Background: an optimization exercise with open tools, aiming at small area and a short achievable clock period. Do not read the settings as production practice.
At most, simulation tests tie the RTL to the original design; equivalence was not proved.
For run 1, only the layout was checked, not whether the RTL still works.

## flow/design.v (module list and top-level ports; edited modules follow where they fit)
// module o22a_cell: 9 lines
// module inv_cell: 6 lines
// module booth_enc: 10 lines
// module o22ai_cell: 9 lines
// module xnor2_cell: 7 lines
// module mux2i_cell: 8 lines
// module fa_cell: 10 lines
// module ha_cell: 9 lines
// module fft_butterfly_r2: 6581 lines
module fft_butterfly_r2 (
    input  wire        clk,
    input  wire        rst,
    input  wire        in_valid,
    input  wire        inverse,
    input  wire [31:0] a_re,
    input  wire [31:0] a_im,
    input  wire [31:0] b_re,
    input  wire [31:0] b_im,
    input  wire [31:0] w_re,
    input  wire [31:0] w_im,
    output reg         out_valid,
    output reg  [31:0] x0_re,
    output reg  [31:0] x0_im,
    output reg  [31:0] x1_re,
    output reg  [31:0] x1_im
);
  // ...
==> flow/flow/run.sh <==
#!/bin/bash
set -euo pipefail
SETUP_MARGIN=62.5
bash standard.sh synth > synth.log 2>&1
bash standard.sh "SETUP_SLACK_MARGIN=$SETUP_MARGIN" \
    "BUFFER_PORTS_ARGS=-buffer_cell sky130_fd_sc_hd__buf_2" \
    floorplan > floorplan.log 2>&1
bash standard.sh "SETUP_SLACK_MARGIN=$SETUP_MARGIN" \
    "BUFFER_PORTS_ARGS=-buffer_cell sky130_fd_sc_hd__buf_2" \
    place > place.log 2>&1
bash standard.sh "SETUP_SLACK_MARGIN=$SETUP_MARGIN" \
    "BUFFER_PORTS_ARGS=-buffer_cell sky130_fd_sc_hd__buf_2" \
    cts > cts.log 2>&1
bash standard.sh "SETUP_SLACK_MARGIN=$SETUP_MARGIN" \
    "BUFFER_PORTS_ARGS=-buffer_cell sky130_fd_sc_hd__buf_2" \
    finish > finish.log 2>&1
==> flow/standard.sh <==
#!/bin/bash
# synth_recipe.tcl (not shown) runs the flow's synth.tcl, then flattens the netlist and writes it again
# the make line also repeats each setting of config.mk as NAME=value (left out here)
make -C /OpenROAD-flow-scripts/flow DESIGN_CONFIG=/design/flow/config.mk WORK_HOME=/design/flow/orfs CLKGATE_MAP_FILE= SYNTH_SCRIPT=/design/flow/synth_recipe.tcl "${@:-finish}"
==> flow/config.mk <==
export PLATFORM = sky130hd
export DESIGN_NAME = fft_butterfly_r2
export DESIGN_NICKNAME = fft_butterfly_r2
export VERILOG_FILES = /design/flow/design.v
export SDC_FILE = /design/flow/constraint.sdc
export NUM_CORES = 8
export LEC_CHECK = 0
export CAP_MARGIN = 20
export CORE_MARGIN = 2
export CORE_UTILIZATION = 60
export CTS_CLUSTER_DIAMETER = 70
export CTS_CLUSTER_SIZE = 25
export SETUP_SLACK_MARGIN = 2
export SLEW_MARGIN = 20
export SYNTH_HIERARCHICAL = 1
==> flow/constraint.sdc <==
create_clock -name core_clock -period 80.0 [get_ports {clk}]
set_input_delay 16.0000 -clock core_clock [delete_from_list [all_inputs] [get_ports {clk}]]
set_output_delay 16.0000 -clock core_clock [all_outputs]
set_load 0.01 [all_outputs]
==> flow_metrics.py, run 1 <==
metrics = {
    "synth": {
        "ys_top_cells_by_count": "o22ai_1, xnor2_1, inv_1, nand2_1, ha_1",
        "postSynthAreaPerCell_um2": 8.229,
        "synth_xor_area_share_pct": 13.73,
        "async_reset_ff_share_pct": 0,
        "syn_inst": 13830,
        "synth_top_family_by_area": "adder cells",
    },
    "layout": {
        "seq_cell_count": 645,
        "inv_count": 1221,
        "multi_input_area_share_pct": 77.80,
        "nets": 16710,
        "clock_buffers": 54,
    },
    "route": {
        "wl_per_cell_um": 26.43,
        "ant_nets": 0,
        "wl_met3_mm": 56.72,
    },
    "worst_setup_path": {
        "critical_path_depth": 1,
        "cp_top_family": "flip-flops",
        "crit_end": "x1_im[9]",
        "r2r-end": "r1_prod[36]",
    },
    "clocking": {
        "clk-insertion-delay-late_ns": 0.79,
    },
    "grt": {
        "grt-ovfl-total": 0,
    },
    "die": {
        "tap_cells": 2495,
    },
    "timing": {
        "period_share_pct": 21.55,
        "fin_tns_setup_ns": 0,
        "hold_viol": 0,
        "tightest_slew_ns": 1.375,
    },
    "placement": {
        "io_buffers": 324,
    },
    "status": {
        "outcome": "finished clean",
    },
}
==> run 2, diff against run 1 <==
--- a/flow/design.v
+++ b/flow/design.v
@@ -2552,370 +2552,530 @@
         assign g1336 = c1286 | (s1285 & c1284);
         wire p1337;
         assign p1337 = s1285 & s1283;
         wire g1338;
         assign g1338 = c1290 | (s1289 & c1288);
         wire p1339;
         assign p1339 = s1289 & s1287;
         wire g1340;
-        assign g1340 = g1294 | (p1295 & g1292);
+        assign g1340 = c1200 | (s1199 & g1292);
         wire p1341;
-        assign p1341 = p1295 & p1293;
+        assign p1341 = s1199 & p1293;
         wire g1342;
-        assign g1342 = g1298 | (p1299 & g1296);
+        assign g1342 = g1294 | (p1295 & g1292);
         wire p1343;
-        assign p1343 = p1299 & p1297;
+        assign p1343 = p1295 & p1293;
         wire g1344;
-        assign g1344 = g1302 | (p1303 & g1300);
+        assign g1344 = c1208 | (s1207 & g1296);
         wire p1345;
-        assign p1345 = p1303 & p1301;
+        assign p1345 = s1207 & p1297;
         wire g1346;
-        assign g1346 = g1306 | (p1307 & g1304);
+        assign g1346 = g1298 | (p1299 & g1296);
         wire p1347;
-        assign p1347 = p1307 & p1305;
+        assign p1347 = p1299 & p1297;
         wire g1348;
-        assign g1348 = g1310 | (p1311 & g1308);
+        assign g1348 = c1216 | (s1215 & g1300);
         wire p1349;
-        assign p1349 = p1311 & p1309;
+        assign p1349 = s1215 & p1301;
         wire g1350;
-        assign g1350 = g1314 | (p1315 & g1312);
+        assign g1350 = g1302 | (p1303 & g1300);
         wire p1351;
-        assign p1351 = p1315 & p1313;
+        assign p1351 = p1303 & p1301;
         wire g1352;
-        assign g1352 = g1318 | (p1319 & g1316);
+        assign g1352 = c1224 | (s1223 & g1304);
         wire p1353;
-        assign p1353 = p1319 & p1317;
+        assign p1353 = s1223 & p1305;
         wire g1354;
-        assign g1354 = g1322 | (p1323 & g1320);
+        assign g1354 = g1306 | (p1307 & g1304);
         wire p1355;
-        assign p1355 = p1323 & p1321;
+        assign p1355 = p1307 & p1305;
         wire g1356;
-        assign g1356 = g1326 | (p1327 & g1324);
+        assign g1356 = c1232 | (s1231 & g1308);
         wire p1357;
-        assign p1357 = p1327 & p1325;
+        assign p1357 = s1231 & p1309;
         wire g1358;
-        assign g1358 = g1330 | (p1331 & g1328);
+        assign g1358 = g1310 | (p1311 & g1308);
         wire p1359;
-        assign p1359 = p1331 & p1329;
+        assign p1359 = p1311 & p1309;
         wire g1360;
-        assign g1360 = g1334 | (p1335 & g1332);
+        assign g1360 = c1240 | (s1239 & g1312);
         wire p1361;
-        assign p1361 = p1335 & p1333;
+        assign p1361 = s1239 & p1313;
         wire g1362;
-        assign g1362 = g1338 | (p1339 & g1336);
+        assign g1362 = g1314 | (p1315 & g1312);
         wire p1363;
-        assign p1363 = p1339 & p1337;
+        assign p1363 = p1315 & p1313;
         wire g1364;
-        assign g1364 = g1342 | (p1343 & g1340);
+        assign g1364 = c1248 | (s1247 & g1316);
         wire p1365;
-        assign p1365 = p1343 & p1341;
+        assign p1365 = s1247 & p1317;
         wire g1366;
-        assign g1366 = g1346 | (p1347 & g1344);
+        assign g1366 = g1318 | (p1319 & g1316);
         wire p1367;
-        assign p1367 = p1347 & p1345;
+        assign p1367 = p1319 & p1317;
         wire g1368;
-        assign g1368 = g1350 | (p1351 & g1348);
+        assign g1368 = c1256 | (s1255 & g1320);
         wire p1369;
-        assign p1369 = p1351 & p1349;
+        assign p1369 = s1255 & p1321;
         wire g1370;
-        assign g1370 = g1354 | (p1355 & g1352);
+        assign g1370 = g1322 | (p1323 & g1320);
         wire p1371;
-        assign p1371 = p1355 & p1353;
+        assign p1371 = p1323 & p1321;
         wire g1372;
-        assign g1372 = g1358 | (p1359 & g1356);
+        assign g1372 = c1264 | (s1263 & g1324);
         wire p1373;
-        assign p1373 = p1359 & p1357;
+        assign p1373 = s1263 & p1325;
         wire g1374;
-        assign g1374 = g1362 | (p1363 & g1360);
+        assign g1374 = g1326 | (p1327 & g1324);
         wire p1375;
-        assign p1375 = p1363 & p1361;
+        assign p1375 = p1327 & p1325;
         wire g1376;
-        assign g1376 = g1366 | (p1367 & g1364);
+        assign g1376 = c1272 | (s1271 & g1328);
         wire p1377;
-        assign p1377 = p1367 & p1365;
+        assign p1377 = s1271 & p1329;
         wire g1378;
-        assign g1378 = g1370 | (p1371 & g1368);
+        assign g1378 = g1330 | (p1331 & g1328);
         wire p1379;
-        assign p1379 = p1371 & p1369;
+        assign p1379 = p1331 & p1329;
         wire g1380;
-        assign g1380 = g1374 | (p1375 & g1372);
+        assign g1380 = c1280 | (s1279 & g1332);
         wire p1381;
-        assign p1381 = p1375 & p1373;
+        assign p1381 = s1279 & p1333;
         wire g1382;
-        assign g1382 = g1378 | (p1379 & g1376);
+        assign g1382 = g1334 | (p1335 & g1332);
         wire p1383;
-        assign p1383 = p1379 & p1377;
+        assign p1383 = p1335 & p1333;
         wire g1384;
-        assign g1384 = g1380 | (p1381 & g1382);
+        assign g1384 = c1288 | (s1287 & g1336);
         wire p1385;
-        assign p1385 = p1381 & p1383;
+        assign p1385 = s1287 & p1337;
         wire g1386;
-        assign g1386 = g1368 | (p1369 & g1376);
+        assign g1386 = g1338 | (p1339 & g1336);
         wire p1387;
-        assign p1387 = p1369 & p1377;
+        assign p1387 = p1339 & p1337;
         wire g1388;
-        assign g1388 = g1372 | (p1373 & g1382);
+        assign g1388 = c1204 | (s1203 & g1342);
         wire p1389;
-        assign p1389 = p1373 & p1383;
+        assign p1389 = s1203 & p1343;
         wire g1390;
-        assign g1390 = g1344 | (p1345 & g1364);
+        assign g1390 = g1296 | (p1297 & g1342);
         wire p1391;
-        assign p1391 = p1345 & p1365;
+        assign p1391 = p1297 & p1343;
         wire g1392;
-        assign g1392 = g1348 | (p1349 & g1376);
+        assign g1392 = g1344 | (p1345 & g1342);
         wire p1393;
-        assign p1393 = p1349 & p1377;
+        assign p1393 = p1345 & p1343;
         wire g1394;
-        assign g1394 = g1352 | (p1353 & g1386);
+        assign g1394 = g1346 | (p1347 & g1342);
         wire p1395;
-        assign p1395 = p1353 & p1387;
+        assign p1395 = p1347 & p1343;
         wire g1396;
-        assign g1396 = g1356 | (p1357 & g1382);
+        assign g1396 = c1220 | (s1219 & g1350);
         wire p1397;
-        assign p1397 = p1357 & p1383;
+        assign p1397 = s1219 & p1351;
         wire g1398;
-        assign g1398 = g1360 | (p1361 & g1388);
+        assign g1398 = g1304 | (p1305 & g1350);
         wire p1399;
-        assign p1399 = p1361 & p1389;
+        assign p1399 = p1305 & p1351;
         wire g1400;
-        assign g1400 = g1296 | (p1297 & g1340);
+        assign g1400 = g1352 | (p1353 & g1350);
         wire p1401;
-        assign p1401 = p1297 & p1341;
+        assign p1401 = p1353 & p1351;
         wire g1402;
-        assign g1402 = g1300 | (p1301 & g1364);
+        assign g1402 = g1354 | (p1355 & g1350);
         wire p1403;
-        assign p1403 = p1301 & p1365;
+        assign p1403 = p1355 & p1351;
         wire g1404;
-        assign g1404 = g1304 | (p1305 & g1390);
+        assign g1404 = c1236 | (s1235 & g1358);
         wire p1405;
-        assign p1405 = p1305 & p1391;
+        assign p1405 = s1235 & p1359;
         wire g1406;
-        assign g1406 = g1308 | (p1309 & g1376);
+        assign g1406 = g1312 | (p1313 & g1358);
         wire p1407;
-        assign p1407 = p1309 & p1377;
+        assign p1407 = p1313 & p1359;
         wire g1408;
-        assign g1408 = g1312 | (p1313 & g1392);
+        assign g1408 = g1360 | (p1361 & g1358);
         wire p1409;
-        assign p1409 = p1313 & p1393;
+        assign p1409 = p1361 & p1359;
         wire g1410;
-        assign g1410 = g1316 | (p1317 & g1386);
+        assign g1410 = g1362 | (p1363 & g1358);
         wire p1411;
-        assign p1411 = p1317 & p1387;
+        assign p1411 = p1363 & p1359;
         wire g1412;
-        assign g1412 = g1320 | (p1321 & g1394);
+        assign g1412 = c1252 | (s1251 & g1366);
         wire p1413;
-        assign p1413 = p1321 & p1395;
+        assign p1413 = s1251 & p1367;
         wire g1414;
-        assign g1414 = g1324 | (p1325 & g1382);
+        assign g1414 = g1320 | (p1321 & g1366);
         wire p1415;
-        assign p1415 = p1325 & p1383;
+        assign p1415 = p1321 & p1367;
         wire g1416;
-        assign g1416 = g1328 | (p1329 & g1396);
+        assign g1416 = g1368 | (p1369 & g1366);
         wire p1417;
-        assign p1417 = p1329 & p1397;
+        assign p1417 = p1369 & p1367;
         wire g1418;
-        assign g1418 = g1332 | (p1333 & g1388);
+        assign g1418 = g1370 | (p1371 & g1366);
         wire p1419;
-        assign p1419 = p1333 & p1389;
+        assign p1419 = p1371 & p1367;
         wire g1420;
-        assign g1420 = g1336 | (p1337 & g1398);
+        assign g1420 = c1268 | (s1267 & g1374);
         wire p1421;
-        assign p1421 = p1337 & p1399;
+        assign p1421 = s1267 & p1375;
         wire g1422;
-        assign g1422 = c1200 | (s1199 & g1292);
+        assign g1422 = g1328 | (p1329 & g1374);
         wire p1423;
-        assign p1423 = s1199 & p1293;
+        assign p1423 = p1329 & p1375;
         wire g1424;
-        assign g1424 = c1204 | (s1203 & g1340);
+        assign g1424 = g1376 | (p1377 & g1374);
         wire p1425;
-        assign p1425 = s1203 & p1341;
+        assign p1425 = p1377 & p1375;
         wire g1426;
-        assign g1426 = c1208 | (s1207 & g1400);
+        assign g1426 = g1378 | (p1379 & g1374);
         wire p1427;
-        assign p1427 = s1207 & p1401;
+        assign p1427 = p1379 & p1375;
         wire g1428;
-        assign g1428 = c1212 | (s1211 & g1364);
+        assign g1428 = c1284 | (s1283 & g1382);
         wire p1429;
-        assign p1429 = s1211 & p1365;
+        assign p1429 = s1283 & p1383;
         wire g1430;
-        assign g1430 = c1216 | (s1215 & g1402);
+        assign g1430 = g1336 | (p1337 & g1382);
         wire p1431;
-        assign p1431 = s1215 & p1403;
+        assign p1431 = p1337 & p1383;
         wire g1432;
-        assign g1432 = c1220 | (s1219 & g1390);
+        assign g1432 = g1384 | (p1385 & g1382);
         wire p1433;
-        assign p1433 = s1219 & p1391;
+        assign p1433 = p1385 & p1383;
         wire g1434;
-        assign g1434 = c1224 | (s1223 & g1404);
+        assign g1434 = g1386 | (p1387 & g1382);
         wire p1435;
-        assign p1435 = s1223 & p1405;
+        assign p1435 = p1387 & p1383;
         wire g1436;
-        assign g1436 = c1228 | (s1227 & g1376);
+        assign g1436 = c1212 | (s1211 & g1394);
         wire p1437;
-        assign p1437 = s1227 & p1377;
+        assign p1437 = s1211 & p1395;
         wire g1438;
-        assign g1438 = c1232 | (s1231 & g1406);
+        assign g1438 = g1300 | (p1301 & g1394);
         wire p1439;
-        assign p1439 = s1231 & p1407;
+        assign p1439 = p1301 & p1395;
         wire g1440;
-        assign g1440 = c1236 | (s1235 & g1392);
+        assign g1440 = g1348 | (p1349 & g1394);
         wire p1441;
-        assign p1441 = s1235 & p1393;
+        assign p1441 = p1349 & p1395;
         wire g1442;
-        assign g1442 = c1240 | (s1239 & g1408);
+        assign g1442 = g1350 | (p1351 & g1394);
         wire p1443;
-        assign p1443 = s1239 & p1409;
+        assign p1443 = p1351 & p1395;
         wire g1444;
-        assign g1444 = c1244 | (s1243 & g1386);
+        assign g1444 = g1396 | (p1397 & g1394);
         wire p1445;
-        assign p1445 = s1243 & p1387;
+        assign p1445 = p1397 & p1395;
         wire g1446;
-        assign g1446 = c1248 | (s1247 & g1410);
+        assign g1446 = g1398 | (p1399 & g1394);
         wire p1447;
-        assign p1447 = s1247 & p1411;
+        assign p1447 = p1399 & p1395;
         wire g1448;
-        assign g1448 = c1252 | (s1251 & g1394);
+        assign g1448 = g1400 | (p1401 & g1394);
         wire p1449;
-        assign p1449 = s1251 & p1395;
+        assign p1449 = p1401 & p1395;
         wire g1450;
-        assign g1450 = c1256 | (s1255 & g1412);
+        assign g1450 = g1402 | (p1403 & g1394);
         wire p1451;
-        assign p1451 = s1255 & p1413;
+        assign p1451 = p1403 & p1395;
         wire g1452;
-        assign g1452 = c1260 | (s1259 & g1382);
+        assign g1452 = c1244 | (s1243 & g1410);
         wire p1453;
-        assign p1453 = s1259 & p1383;
+        assign p1453 = s1243 & p1411;
         wire g1454;
-        assign g1454 = c1264 | (s1263 & g1414);
+        assign g1454 = g1316 | (p1317 & g1410);
         wire p1455;
-        assign p1455 = s1263 & p1415;
+        assign p1455 = p1317 & p1411;
         wire g1456;
-        assign g1456 = c1268 | (s1267 & g1396);
+        assign g1456 = g1364 | (p1365 & g1410);
         wire p1457;
-        assign p1457 = s1267 & p1397;
+        assign p1457 = p1365 & p1411;
         wire g1458;
-        assign g1458 = c1272 | (s1271 & g1416);
+        assign g1458 = g1366 | (p1367 & g1410);
         wire p1459;
-        assign p1459 = s1271 & p1417;
+        assign p1459 = p1367 & p1411;
         wire g1460;
-        assign g1460 = c1276 | (s1275 & g1388);
+        assign g1460 = g1412 | (p1413 & g1410);
         wire p1461;
-        assign p1461 = s1275 & p1389;
+        assign p1461 = p1413 & p1411;
         wire g1462;
-        assign g1462 = c1280 | (s1279 & g1418);
+        assign g1462 = g1414 | (p1415 & g1410);
         wire p1463;
-        assign p1463 = s1279 & p1419;
+        assign p1463 = p1415 & p1411;
         wire g1464;
-        assign g1464 = c1284 | (s1283 & g1398);
+        assign g1464 = g1416 | (p1417 & g1410);
         wire p1465;
-        assign p1465 = s1283 & p1399;
+        assign p1465 = p1417 & p1411;
         wire g1466;
-        assign g1466 = c1288 | (s1287 & g1420);
+        assign g1466 = g1418 | (p1419 & g1410);
         wire p1467;
-        assign p1467 = s1287 & p1421;
-        wire s1468;
-        assign s1468 = ~s1197;
-        wire s1469;
-        assign s1469 = ~bp3 ^ g1291;
-        wire s1470;
-        assign s1470 = s1199 ^ g1292;
-        wire s1471;
-        assign s1471 = s1201 ^ g1422;
-        wire s1472;
-        assign s1472 = s1203 ^ g1340;
-        wire s1473;
-        assign s1473 = s1205 ^ g1424;
-        wire s1474;
-        assign s1474 = s1207 ^ g1400;
-        wire s1475;
-        assign s1475 = s1209 ^ g1426;
-        wire s1476;
-        assign s1476 = s1211 ^ g1364;
-        wire s1477;
-        assign s1477 = s1213 ^ g1428;
-        wire s1478;
-        assign s1478 = s1215 ^ g1402;
-        wire s1479;
-        assign s1479 = s1217 ^ g1430;
-        wire s1480;
-        assign s1480 = s1219 ^ g1390;
-        wire s1481;
-        assign s1481 = s1221 ^ g1432;
-        wire s1482;
-        assign s1482 = s1223 ^ g1404;
-        wire s1483;
-        assign s1483 = s1225 ^ g1434;
-        wire s1484;
-        assign s1484 = s1227 ^ g1376;
-        wire s1485;
-        assign s1485 = s1229 ^ g1436;
-        wire s1486;
-        assign s1486 = s1231 ^ g1406;
-        wire s1487;
-        assign s1487 = s1233 ^ g1438;
-        wire s1488;
-        assign s1488 = s1235 ^ g1392;
-        wire s1489;
-        assign s1489 = s1237 ^ g1440;
-        wire s1490;
-        assign s1490 = s1239 ^ g1408;
-        wire s1491;
-        assign s1491 = s1241 ^ g1442;
-        wire s1492;
-        assign s1492 = s1243 ^ g1386;
-        wire s1493;
-        assign s1493 = s1245 ^ g1444;
-        wire s1494;
-        assign s1494 = s1247 ^ g1410;
-        wire s1495;
-        assign s1495 = s1249 ^ g1446;
-        wire s1496;
-        assign s1496 = s1251 ^ g1394;
-        wire s1497;
-        assign s1497 = s1253 ^ g1448;
-        wire s1498;
-        assign s1498 = s1255 ^ g1412;
-        wire s1499;
-        assign s1499 = s1257 ^ g1450;
-        wire s1500;
-        assign s1500 = s1259 ^ g1382;
-        wire s1501;
-        assign s1501 = s1261 ^ g1452;
-        wire s1502;
-        assign s1502 = s1263 ^ g1414;
-        wire s1503;
-        assign s1503 = s1265 ^ g1454;
-        wire s1504;
-        assign s1504 = s1267 ^ g1396;
-        wire s1505;
-        assign s1505 = s1269 ^ g1456;
-        wire s1506;
-        assign s1506 = s1271 ^ g1416;
-        wire s1507;
-        assign s1507 = s1273 ^ g1458;
-        wire s1508;
-        assign s1508 = s1275 ^ g1388;
-        wire s1509;
-        assign s1509 = s1277 ^ g1460;
-        wire s1510;
-        assign s1510 = s1279 ^ g1418;
-        wire s1511;
-        assign s1511 = s1281 ^ g1462;
-        wire s1512;
-        assign s1512 = s1283 ^ g1398;
-        wire s1513;
-        assign s1513 = s1285 ^ g1464;
-        wire s1514;
-        assign s1514 = s1287 ^ g1420;
-        wire s1515;
-        assign s1515 = s1289 ^ g1466;
+        assign p1467 = p1419 & p1411;
+        wire g1468;
+        assign g1468 = c1276 | (s1275 & g1426);
+        wire p1469;
+        assign p1469 = s1275 & p1427;
+        wire g1470;
+        assign g1470 = g1332 | (p1333 & g1426);
+        wire p1471;
+        assign p1471 = p1333 & p1427;
+        wire g1472;
+        assign g1472 = g1380 | (p1381 & g1426);
+        wire p1473;
+        assign p1473 = p1381 & p1427;
+        wire g1474;
+        assign g1474 = g1382 | (p1383 & g1426);
+        wire p1475;
+        assign p1475 = p1383 & p1427;
+        wire g1476;
+        assign g1476 = g1428 | (p1429 & g1426);
+        wire p1477;
+        assign p1477 = p1429 & p1427;
+        wire g1478;
+        assign g1478 = g1430 | (p1431 & g1426);
+        wire p1479;
+        assign p1479 = p1431 & p1427;
+        wire g1480;
+        assign g1480 = g1432 | (p1433 & g1426);
+        wire p1481;
+        assign p1481 = p1433 & p1427;
+        wire g1482;
+        assign g1482 = g1434 | (p1435 & g1426);
+        wire p1483;
+        assign p1483 = p1435 & p1427;
+        wire g1484;
+        assign g1484 = c1228 | (s1227 & g1450);
+        wire p1485;
+        assign p1485 = s1227 & p1451;
+        wire g1486;
+        assign g1486 = g1308 | (p1309 & g1450);
+        wire p1487;
+        assign p1487 = p1309 & p1451;
+        wire g1488;
+        assign g1488 = g1356 | (p1357 & g1450);
+        wire p1489;
+        assign p1489 = p1357 & p1451;
+        wire g1490;
+        assign g1490 = g1358 | (p1359 & g1450);
+        wire p1491;
+        assign p1491 = p1359 & p1451;
+        wire g1492;
+        assign g1492 = g1404 | (p1405 & g1450);
+        wire p1493;
+        assign p1493 = p1405 & p1451;
+        wire g1494;
+        assign g1494 = g1406 | (p1407 & g1450);
+        wire p1495;
+        assign p1495 = p1407 & p1451;
+        wire g1496;
+        assign g1496 = g1408 | (p1409 & g1450);
+        wire p1497;
+        assign p1497 = p1409 & p1451;
+        wire g1498;
+        assign g1498 = g1410 | (p1411 & g1450);
+        wire p1499;
+        assign p1499 = p1411 & p1451;
+        wire g1500;
+        assign g1500 = g1452 | (p1453 & g1450);
+        wire p1501;
+        assign p1501 = p1453 & p1451;
+        wire g1502;
+        assign g1502 = g1454 | (p1455 & g1450);
+        wire p1503;
+        assign p1503 = p1455 & p1451;
+        wire g1504;
+        assign g1504 = g1456 | (p1457 & g1450);
+        wire p1505;
+        assign p1505 = p1457 & p1451;
+        wire g1506;
+        assign g1506 = g1458 | (p1459 & g1450);
+        wire p1507;
+        assign p1507 = p1459 & p1451;
+        wire g1508;
+        assign g1508 = g1460 | (p1461 & g1450);
+        wire p1509;
+        assign p1509 = p1461 & p1451;
+        wire g1510;
+        assign g1510 = g1462 | (p1463 & g1450);
+        wire p1511;
+        assign p1511 = p1463 & p1451;
+        wire g1512;
+        assign g1512 = g1464 | (p1465 & g1450);
+        wire p1513;
+        assign p1513 = p1465 & p1451;
+        wire g1514;
+        assign g1514 = g1466 | (p1467 & g1450);
+        wire p1515;
+        assign p1515 = p1467 & p1451;
+        wire g1516;
+        assign g1516 = c1260 | (s1259 & g1514);
+        wire p1517;
+        assign p1517 = s1259 & p1515;
+        wire g1518;
+        assign g1518 = g1324 | (p1325 & g1514);
+        wire p1519;
+        assign p1519 = p1325 & p1515;
+        wire g1520;
+        assign g1520 = g1372 | (p1373 & g1514);
+        wire p1521;
+        assign p1521 = p1373 & p1515;
+        wire g1522;
+        assign g1522 = g1374 | (p1375 & g1514);
+        wire p1523;
+        assign p1523 = p1375 & p1515;
+        wire g1524;
+        assign g1524 = g1420 | (p1421 & g1514);
+        wire p1525;
+        assign p1525 = p1421 & p1515;
+        wire g1526;
+        assign g1526 = g1422 | (p1423 & g1514);
+        wire p1527;
+        assign p1527 = p1423 & p1515;
+        wire g1528;
+        assign g1528 = g1424 | (p1425 & g1514);
+        wire p1529;
+        assign p1529 = p1425 & p1515;
+        wire g1530;
+        assign g1530 = g1426 | (p1427 & g1514);
+        wire p1531;
+        assign p1531 = p1427 & p1515;
+        wire g1532;
+        assign g1532 = g1468 | (p1469 & g1514);
+        wire p1533;
+        assign p1533 = p1469 & p1515;
+        wire g1534;
+        assign g1534 = g1470 | (p1471 & g1514);
+        wire p1535;
+        assign p1535 = p1471 & p1515;
+        wire g1536;
+        assign g1536 = g1472 | (p1473 & g1514);
+        wire p1537;
+        assign p1537 = p1473 & p1515;
+        wire g1538;
+        assign g1538 = g1474 | (p1475 & g1514);
+        wire p1539;
+        assign p1539 = p1475 & p1515;
+        wire g1540;
+        assign g1540 = g1476 | (p1477 & g1514);
+        wire p1541;
+        assign p1541 = p1477 & p1515;
+        wire g1542;
+        assign g1542 = g1478 | (p1479 & g1514);
+        wire p1543;
+        assign p1543 = p1479 & p1515;
+        wire g1544;
+        assign g1544 = g1480 | (p1481 & g1514);
+        wire p1545;
+        assign p1545 = p1481 & p1515;
+        wire g1546;
+        assign g1546 = g1482 | (p1483 & g1514);
+        wire p1547;
+        assign p1547 = p1483 & p1515;
+        wire s1548;
+        assign s1548 = ~s1197;
+        wire s1549;
+        assign s1549 = ~bp3 ^ g1291;
+        wire s1550;
+        assign s1550 = s1199 ^ g1292;
+        wire s1551;
+        assign s1551 = s1201 ^ g1340;
+        wire s1552;
+        assign s1552 = s1203 ^ g1342;
+        wire s1553;
+        assign s1553 = s1205 ^ g1388;
+        wire s1554;
+        assign s1554 = s1207 ^ g1390;
+        wire s1555;
+        assign s1555 = s1209 ^ g1392;
+        wire s1556;
+        assign s1556 = s1211 ^ g1394;
+        wire s1557;
+        assign s1557 = s1213 ^ g1436;
+        wire s1558;
+        assign s1558 = s1215 ^ g1438;
+        wire s1559;
+        assign s1559 = s1217 ^ g1440;
+        wire s1560;
+        assign s1560 = s1219 ^ g1442;
+        wire s1561;
+        assign s1561 = s1221 ^ g1444;
+        wire s1562;
+        assign s1562 = s1223 ^ g1446;
+        wire s1563;
+        assign s1563 = s1225 ^ g1448;
+        wire s1564;
+        assign s1564 = s1227 ^ g1450;
+        wire s1565;
+        assign s1565 = s1229 ^ g1484;
+        wire s1566;
+        assign s1566 = s1231 ^ g1486;
+        wire s1567;
+        assign s1567 = s1233 ^ g1488;
+        wire s1568;
+        assign s1568 = s1235 ^ g1490;
+        wire s1569;
+        assign s1569 = s1237 ^ g1492;
+        wire s1570;
+        assign s1570 = s1239 ^ g1494;
+        wire s1571;
+        assign s1571 = s1241 ^ g1496;
+        wire s1572;
+        assign s1572 = s1243 ^ g1498;
+        wire s1573;
+        assign s1573 = s1245 ^ g1500;
+        wire s1574;
+        assign s1574 = s1247 ^ g1502;
+        wire s1575;
+        assign s1575 = s1249 ^ g1504;
+        wire s1576;
+        assign s1576 = s1251 ^ g1506;
+        wire s1577;
+        assign s1577 = s1253 ^ g1508;
+        wire s1578;
+        assign s1578 = s1255 ^ g1510;
+        wire s1579;
+        assign s1579 = s1257 ^ g1512;
+        wire s1580;
+        assign s1580 = s1259 ^ g1514;
+        wire s1581;
+        assign s1581 = s1261 ^ g1516;
+        wire s1582;
+        assign s1582 = s1263 ^ g1518;
+        wire s1583;
+        assign s1583 = s1265 ^ g1520;
+        wire s1584;
+        assign s1584 = s1267 ^ g1522;
+        wire s1585;
+        assign s1585 = s1269 ^ g1524;
+        wire s1586;
+        assign s1586 = s1271 ^ g1526;
+        wire s1587;
+        assign s1587 = s1273 ^ g1528;
+        wire s1588;
+        assign s1588 = s1275 ^ g1530;
+        wire s1589;
+        assign s1589 = s1277 ^ g1532;
+        wire s1590;
+        assign s1590 = s1279 ^ g1534;
+        wire s1591;
+        assign s1591 = s1281 ^ g1536;
+        wire s1592;
+        assign s1592 = s1283 ^ g1538;
+        wire s1593;
+        assign s1593 = s1285 ^ g1540;
+        wire s1594;
+        assign s1594 = s1287 ^ g1542;
+        wire s1595;
+        assign s1595 = s1289 ^ g1544;
         wire [47:0] tx = {c1194, c1192, c1190, c1188, c1186, c1184, c1182, c1180, c1178, c1176, c1174, c1172, c1170, c1168, c1166, c1164, c1162, c1160, c1158, c1156, c1154, c1152, c1150, c1148, c1146, c1144, c1142, c1140, c1138, c1136, c1134, c1132, c1130, c1128, c1126, c1124, c1122, c1120, c1118, c1116, c1114, c1112, c1110, hc1108, hc1106, hs1105, bp3, bp1};
         wire [47:0] ty = {s1195, s1193, s1191, s1189, s1187, s1185, s1183, s1181, s1179, s1177, s1175, s1173, s1171, s1169, s1167, s1165, s1163, s1161, s1159, s1157, s1155, s1153, s1151, s1149, s1147, s1145, s1143, s1141, s1139, s1137, s1135, s1133, s1131, s1129, s1127, s1125, s1123, s1121, s1119, s1117, s1115, s1113, s1111, s1109, hs1107, bn98, 1'b1, bn49};
-        wire [47:0] p = ~{s1515, s1514, s1513, s1512, s1511, s1510, s1509, s1508, s1507, s1506, s1505, s1504, s1503, s1502, s1501, s1500, s1499, s1498, s1497, s1496, s1495, s1494, s1493, s1492, s1491, s1490, s1489, s1488, s1487, s1486, s1485, s1484, s1483, s1482, s1481, s1480, s1479, s1478, s1477, s1476, s1475, s1474, s1473, s1472, s1471, s1470, s1469, s1468};
+        wire [47:0] p = ~{s1595, s1594, s1593, s1592, s1591, s1590, s1589, s1588, s1587, s1586, s1585, s1584, s1583, s1582, s1581, s1580, s1579, s1578, s1577, s1576, s1575, s1574, s1573, s1572, s1571, s1570, s1569, s1568, s1567, s1566, s1565, s1564, s1563, s1562, s1561, s1560, s1559, s1558, s1557, s1556, s1555, s1554, s1553, s1552, s1551, s1550, s1549, s1548};
         wire [4:0] lz = lza | lzb;
         wire [8:0] ee = {1'b0, ea[7:1], ea[0] | a_sub} + {1'b0, eb[7:1], eb[0] | b_sub};
         wire signed [10:0] e0 = $signed({2'b00, ee}) - 11'sd127 - $signed({6'd0, lz});
         wire normal0 = (e0 > 11'sd0);
         wire [8:0] sh_norm = 9'd23 - {4'd0, lz};
         wire [8:0] sh_sub  = 9'd151 - ee;
         wire [8:0] sh      = normal0 ? sh_norm : sh_sub;
         wire [5:0] shamt   = (sh[8:6] != 3'd0) ? 6'd63 : sh[5:0];
==> flow/flow/run.sh (replaced) <==
#!/bin/bash
# Layout flow: the standard synthesis, then the standard layout
# steps (floorplan, place, cts, route, finish) with these settings changed:
#  - ports are buffered with buf_1 cells (repair upsizes them where the
#    timing needs it) instead of the resizer's default choice, a slow
#    delay cell;
#  - the clock tree clusters at most 15 flip-flops within 50 um under each
#    leaf buffer (clkbuf_8).
# Each step's full output goes to a log file of its own in this folder.
set -euo pipefail
SETUP_MARGIN=62.6
KNOBS=("SETUP_SLACK_MARGIN=$SETUP_MARGIN"
       "BUFFER_PORTS_ARGS=-buffer_cell sky130_fd_sc_hd__buf_1"
       "CTS_ARGS=-sink_clustering_enable -repair_clock_nets -sink_clustering_size 15 -sink_clustering_max_diameter 50 -sink_clustering_buffer sky130_fd_sc_hd__clkbuf_8")
bash standard.sh synth > synth.log 2>&1
bash standard.sh "${KNOBS[@]}" floorplan > floorplan.log 2>&1
bash standard.sh "${KNOBS[@]}" place > place.log 2>&1
bash standard.sh "${KNOBS[@]}" cts > cts.log 2>&1
bash standard.sh "${KNOBS[@]}" finish > finish.log 2>&1
==> flow/config.mk (replaced) <==
export PLATFORM = sky130hd
export DESIGN_NAME = fft_butterfly_r2
export DESIGN_NICKNAME = fft_butterfly_r2
export VERILOG_FILES = /design/flow/design.v
export SDC_FILE = /design/flow/constraint.sdc
export NUM_CORES = 8
export LEC_CHECK = 0
export CAP_MARGIN = 20
export CORE_MARGIN = 2
export CORE_UTILIZATION = 60
export SETUP_SLACK_MARGIN = 2
export SLEW_MARGIN = 20
export SYNTH_HIERARCHICAL = 1
==> run 2 against run 1 <==
  * Sequential share of layout area about the same
  * Die area about the same
  * Flip-flop and latch count unchanged
  * Register-to-register slack better by 0.35 ns
  * Area after synthesis barely moved
  * Still clean
  * Global-route usage fell by 0.12 points
==> flow_metrics.py, run 2 <==
metrics = {
    "job": {
        "drv_cap": 0,
    },
    "clocking": {
        "cts_max_level": 3,
        "clk-insertion-delay-late_ns": 0.74,
        "cts_root_buf": "clkbuf_16",
        "hold_buffers": 0,
        "cts_buffers": 77,
        "clkSlewWorstSetupHoldPaths_ns": 0.09,
        "cts_sinks": 645,
        "cts_tree": "done",
        "clk_path_buf_depth": 3,
    },
    "layout": {
        "area_growth_pct": 9.776,
        "layout-drive-gt1-share_pct": 8.347,
        "layout_common_cells": "o22ai_1, xnor2_1, nand2_1",
        "nets": 16690,
        "layout_commonest_cell": "o22ai_1",
        "largest_register": "r1_prod",
        "largest_reg_flops": 128,
        "top_regs": "r1_prod (128), r2_t (64)",
    },
    "route": {
        "vias": 117700,
        "wl_per_cell_um": 26.10,
        "remaining_drc_errors": 0,
        "drt_wl_total_mm": 443.7,
        "dr.first_iter.drc_count": 14500,
        "ant_nets": 0,
        "vias_per_cell": 6.922,
        "drt_first_pass_iters": 8,
    },
    "worst_setup_path": {
        "crit_type": "reg2out",
        "worstSetupStartpointType": "flip-flop",
        "cp_top_family": "flip-flops",
        "cp.arrival_ns": 1.27,
        "path_max_fanout": 1,
        "crit_chain": "buf_1",
        "worst-path-buf-inv": 1,
        "cp_slowest_cell": "dfxtp_1",
        "end_kind": "output pin",
        "required_ns": 64.00,
        "critical_path.max_stage_delay_ns": 0.36,
    },
    "die": {
        "rows": 159,
        "pin_count": 325,
        "die_h_um": 439.3,
        "core_area_um2": 188000,
        "initial_utilization_pct": 60.47,
        "dieArea_um2": 193000,
        "die_x_um": 439.3,
    },
    "synth": {
        "synth_seq_cells": 645,
        "postSynthAreaPerCell_um2": 8.240,
        "synthFlopType": "dfxtp_1",
        "netlist_area_um2": 113700,
        "async_reset_ff_share_pct": 0,
        "syn_inst": 13800,
        "synth_top_area_share_pct": 18.63,
        "synth_edf_count": 0,
        "synth_most_common_cell": "o22ai_1",
        "synth.area.top_cells": "fa_1, o22ai_1, xnor2_1, dfxtp_1, ha_1",
        "ys_top_cells_by_count": "o22ai_1, xnor2_1, inv_1, nand2_1, fa_1",
        "synth_warnings": 7,
        "yosysSeqAreaShare_pct": 11.36,
        "synth_area_leader_cell": "fa_1",
        "synth.distinct_cells": 131,
    },
    "grt": {
        "track_usage_pct": 44.00,
        "grt_pass1_vias": 115700,
        "grt_max_degree": 75,
        "grt-ovfl-total": 0,
        "grt_pass1_wl_mm": 667.4,
        "antenna_found_initial": 34,
    },
    "placement": {
        "place.gp.congestion": 1.049,
        "dp_slack_ns": 60.19,
        "hpwl_mm": 319.2,
        "io_buffers": 324,
    },
    "timing": {
        "fin_tns_setup_ns": 0,
        "period_share_pct": 21.59,
        "skew_ns": 0.06745,
        "rsz0062_at_grt": "yes",
        "fmax_mhz": 57.91,
        "holdWs_ns": 0.3196,
        "hold_viol": 0,
        "slew_viol_final": 0,
        "relSlewSlack_pct": 11.02,
        "tightest_slew_ns": 1.325,
        "setup_slack_ns": 62.73,
        "fin_crit_ns": 17.27,
        "setup_violations": 0,
    },
    "min_path": {
        "worstHoldPathType": "reg2reg",
    },
    "status": {
        "outcome": "finished clean",
    },
}
-- run 2: final timing paths --
path | endpoint | from | slack (ns) | cells past startpoint
min reg2reg | r2_aim[29] | r1_aim[29] | 0.32 | 0
max | x1_im[6] | x1_im[6] | 62.73 | 1
min | r2_aim[29] | r1_aim[29] | 0.32 | 0
max reg2reg | r1_prod[36] | r0_bim[24] | 63.13 | 57
-- run 2: kinds of logic after synthesis --
family	share of synthesized area [%]
other	0.003298
buffers and inverters	4.827
adder cells (fa/ha/maj)	29.74
multiplexers	1.548
XOR/XNOR	13.97
flip-flops	11.36
AO/OA/AOI/OAI	24.35
AND/OR/NAND/NOR	14.20
-- run 2: layout make-up --
type,instances,area (um2)
inverters,1178,4537
repair inverters,26,137.6
multi-input cells,11740,97300
repair buffers,762,4762
fillers,15970,63190
well taps,2495,3122
clock inverters,43,540.5
clock buffers,91,1314
diodes,22,55.05
flip-flops and latches,645,13040
-- run 2: modules after synthesis, one instance, submodules excluded --
| module | flops+latches | times used | cells | cell area (um2) |
|---|---|---|---|---|
| booth_enc | 0 | 24 | 4 | 30.03 |
| fa_cell | 0 | 1032 | 1 | 20.02 |
| xnor2_cell | 0 | 1104 | 1 | 8.758 |
| inv_cell | 0 | 160 | 1 | 3.754 |
| ha_cell | 0 | 356 | 1 | 12.51 |
| o22a_cell | 0 | 150 | 1 | 8.758 |
| o22ai_cell | 0 | 2444 | 1 | 6.256 |
| fft_butterfly_r2 | 645 | 1 | 8456 | 60980 |
-- run 2: what timing repair did --
action / in CTS / in global routing
endpoints found under the setup margin: 186 / 232
pin swaps: 10 / 95
cloned: 18 / 24
buffers inserted: 26 / 127
resized for setup: 108 / 258
-- run 2: stage by stage --
step	utilization [%]	instances	cell area [um2]
finish	66.39	17000	124800
global route	66.37	16990	124800
CTS	65.06	16830	122300
detailed placement	63.66	16650	119700
global placement	63.65	16650	119700
floorplan	-	13810	113700
-- run 2: metal layers --
metal,up-vias,track usage [%],share of wire (%)
met4,10,30.69,8.4
met2,8373,67.57,43
met3,2300,12.68,13
li1,51550,-,-
met1,55450,53.01,36
met5,-,0.2978,0.030

[re-timing with driven ports]
In the flow no input, the clock included, has a driving cell. The finished layouts below were timed again as built, in two steps.
Step 1 sets driving cells, clkbuf_16 on the clock port and buf_2 on the other inputs (assumed; they add their load-dependent delay and slew).
Step 2 also shifts input and output timing later by t, the mid clock arrival at the registers, as if the neighbouring blocks saw the same clock.
Slacks: no drivers / after step 1 / after step 2; pairs: no drivers / after step 1.
run | t, ns | setup WS [ns] | worst setup path after step 2 | cell pins on the clock port's net
run 1 | 0.857 | 62.757 / 62.653 / 62.781 | register to register | 1
run 2 | 0.807 | 62.732 / 62.629 / 63.134 | register to register | 1
After both steps setup and hold are still met in every run listed.
